Background: an optimization exercise with open tools, aiming at small area, a short achievable clock period and few clock cycles. Do not read the settings as production practice.
The RTL was checked by simulation tests, not by an equivalence proof against the original design.
Power and IR drop assume default switching activity.

Design intlit_parse, start of the top module:
module intlit_parse (
    input  wire        clk,
    input  wire        rst,
    input  wire        cmd_valid,
    output wire        cmd_ready,
    input  wire [31:0] cmd,
    input  wire [31:0] soft_code,
    input  wire [31:0] hard_code,
    input  wire        tok_empty,
    input  wire        ch_valid,
    output wire        ch_ready,
    input  wire [7:0]  ch_data,
    input  wire        ch_last,
    output wire        rsp_valid,
    input  wire        rsp_ready,
    output wire [3:0]  rsp_status,
    output wire [31:0] rsp_code,
    output wire [31:0] rsp_word0,
    output wire [31:0] rsp_word1
);
    localparam [3:0] P_START  = 4'd0;   
    localparam [3:0] P_NEG    = 4'd1;   
    localparam [3:0] P_BANG   = 4'd2;   
    localparam [3:0] P_BANG0  = 4'd3;   
    localparam [3:0] P_ZERO   = 4'd4;   
    localparam [3:0] P_HEXPFX = 4'd5;   
    localparam [3:0] P_HEX    = 4'd6;   
    localparam [3:0] P_DEC    = 4'd7;   
    localparam [3:0] P_ERR    = 4'd8;   
    reg        s_tok;
    reg        s_rsp;
    reg        ref_cmd;     
    reg        ref_type;    
    reg        sgn;         
    reg  [5:0] wm1;         
    reg [31:0] soft_q;
    reg [31:0] hard_q;
    reg  [3:0] pstate;
    reg        neg_q;
    reg [63:0] acc;         
    reg        ovf;         
    wire cmd_fire = cmd_valid && cmd_ready;
    wire ch_fire  = ch_valid && s_tok;
    assign cmd_ready = !s_tok && (!s_rsp || rsp_ready);
    assign ch_ready  = s_tok;
    assign rsp_valid = s_rsp;
    always @(posedge clk) begin
        if (rst) begin
            s_tok <= 1'b0;
            s_rsp <= 1'b0;
  ...
Size in the first run: about 1800 cells after synthesis, about 14000 µm² of cells after synthesis.
clock: 7.0 ns
lec_check: 0
cap_margin: 20
core_margin: 2
core_utilization: 60
setup_slack_margin: 2.5
slew_margin: 20
synth_hierarchical: 1
standard.sh (not shown) runs the stock make flow with config.mk's settings and CLKGATE_MAP_FILE= SYNTH_SCRIPT=/design/flow/synth_recipe.tcl, a recipe that flattens the netlist after the stock synthesis.
==> flow/flow/run.sh <==
#!/bin/bash
# Standard ORFS layout, but with the port buffers built from the smallest
# plain buffer (buf_1) instead of the delay buffer buffer_ports picks by
# default; the resizer upsizes them where timing or fanout needs it.
set -euo pipefail
bash standard.sh synth > synth.log 2>&1
bash standard.sh "BUFFER_PORTS_ARGS=-buffer_cell sky130_fd_sc_hd__buf_1" finish > layout.log 2>&1
Testbench counts at the start, summed over its fixed seeds: cycles 23,027.
==> next run, changes <==
Settings changed: CAP_MARGIN 20 to 10, CORE_UTILIZATION 60 to 55, SLEW_MARGIN 20 to 10.
Global-route usage goes down by 2.5 points.
Total power goes up by 0.65%.
Worst setup slack gains 0.015 ns.
Clock power goes up by about 1%.
Design area goes up by 0.90%.
Die area goes up by 8.9%.
Clock skew goes down by 0.0073 ns.
Via count goes down by 0.54%.
Worst hold slack barely changes.
==> next run, changes <==
Settings changed: CAP_MARGIN 10 to 20, SETUP_SLACK_MARGIN 2.5 to 2.75, SLEW_MARGIN 10 to 20.
Result: Power grows by 1.4%; via count grows by 1.4%; design area grows by 4.7%; maximum frequency grows by 2.4%; sequential power hardly moves; synthesized cell count stays the same; first-iteration DRC count grows by 11%; routed wire length grows by 1.8%.
==> next run, changes <==
Settings changed: GPL_TIMING_DRIVEN from default to 0, SETUP_SLACK_MARGIN 2.75 to 2.5.
The new run finished with timing, DRC and antenna clean.
Worst setup slack is worse by 0.20 ns.
First-iteration DRC count shrinks by about 4%.
Non-clock buffer count rises by 81.
Routed wire length rose by about 7%.
Die area is unchanged.

---

build 36:
intlit_parse, a different RTL version from the one above (not shown whole).
For scale: ~0.014 mm² of cells after synthesis.
clock: 7.0 ns
lec_check: 0
cap_margin: 20
core_margin: 2
core_utilization: 65
setup_slack_margin: 2.5
slew_margin: 20
synth_hierarchical: 1
tns_end_percent: 100
Scripts as last shown in full above: flow/flow/run.sh
No stage failed in build 36, and the final checks on the layout all came back clean.
Testbench counts of build 36, summed over its fixed seeds: cycles 23,027.
Edits applied to the flow inputs when going from build 36 to build 86:
-- flow/config.mk --
<<< build 36, line 8
export CAP_MARGIN = 20
export CORE_MARGIN = 2
export CORE_UTILIZATION = 65
export SETUP_SLACK_MARGIN = 2.5
export SLEW_MARGIN = 20
export SYNTH_HIERARCHICAL = 1
export TNS_END_PERCENT = 100
>>> build 86, line 8
export CAP_MARGIN = 20
export CORE_MARGIN = 2
export CORE_UTILIZATION = 55
export SETUP_SLACK_MARGIN = 2.5
export SLEW_MARGIN = 20
export SYNTH_HIERARCHICAL = 1
## What came out
Summary of build 86 over build 36: timing-limited maximum frequency higher; power attributed to combinational cells down about 4%; number of DRC markers after the initial detailed-route iteration decreased about 22%; worst slack after detailed placement went up 0.13 ns; clock period minus worst slack decreased 0.081 ns.
Transition time at the pin with the least slew margin came out lower on build 86 than on build 36.
Relative to build 36, build 86 improves routed wire length.
Inputs modified between build 86 and build 8:
==> flow/flow/run.sh <==
#!/bin/bash
# Standard ORFS layout, but with the port buffers built from the smallest
# plain buffer (buf_1) instead of the delay buffer buffer_ports picks by
# default, and with power recovery (downsizing of gates off the critical
# paths) after global routing; the resizer upsizes port buffers where timing
# or fanout needs it.
set -euo pipefail
bash standard.sh synth > synth.log 2>&1
bash standard.sh "BUFFER_PORTS_ARGS=-buffer_cell sky130_fd_sc_hd__buf_1" "RECOVER_POWER=100" finish > layout.log 2>&1
[summary]
- What the final checks of build 8 revealed, after a flow that finished every stage, was a layout that fails on max-capacitance violations, max-slew violations.
- Build 86 and build 8 ended up with roughly the same routed length per instance.
- Final hold violation count: build 8 vs build 86, no meaningful difference
- The via count was comparable across build 8 and build 86.
- Delta (build 8 minus build 86): final critical path time including I/O delays and setup shows an increase of 0.95 ns; number of fillers in the final layout shows an increase of 20.
- Changes observed in build 8 relative to build 86: layout-stage area growth over the synthesis result went down; core utilization lost 0.46 points.
- Build 8 against build 86: met2 wire length rose by 0.87%; worst setup slack fell 0.95 ns; top achievable clock speed went down 18%; number of max-cap violations rose by 5.

==> re-timing with driven ports <==
The flow's constraints put no driver on any port. The routed layouts listed below were extracted and timed again, unchanged, in two steps. Step 1: set_driving_cell puts a clkbuf_16 on clk and a buf_2 on each other input, an assumption about the parent block. Step 2 times the ports against the registers' clock, not the clock port: input delays grow and output delays shrink by t, the midpoint of the rising clock arrivals with the driver on. Slacks: no drivers / after step 1 / after step 2; pairs: no drivers / after step 1.
run | shift t [ns] | slack for setup (ns) | hold slack, ns | worst register clock-pin slew, ns | pins driven straight from the clock port
the first run of note 1 | 0.486 | 2.608 / 2.558 / 2.315 | 0.463 / 0.463 / 0.463 | 0.09 / 0.09 | 1
the second run of note 1 | 0.488 | 2.623 / 2.572 / 2.415 | 0.464 / 0.464 / 0.464 | 0.08 / 0.08 | 1
the third run of note 1 | 0.481 | 2.725 / 2.676 / 2.462 | 0.470 / 0.470 / 0.470 | 0.08 / 0.08 | 1
the fourth run of note 1 | 0.478 | 2.524 / 2.477 / 2.131 | 0.452 / 0.452 / 0.452 | 0.08 / 0.08 | 1
build 36 | 0.487 | 2.540 / 2.487 / 2.413 | 0.465 / 0.465 / 0.465 | 0.08 / 0.08 | 1
build 86 | 0.476 | 2.621 / 2.572 / 2.426 | 0.470 / 0.470 / 0.470 | 0.08 / 0.08 | 1
build 8 | 0.478 | 1.667 / 1.617 / 1.872 | 0.472 / 0.472 / 0.472 | 0.08 / 0.08 | 1
The setup slack of the fourth run of note 1, which loses most, moves by -0.047 ns with the drivers and by -0.393 ns with both steps.
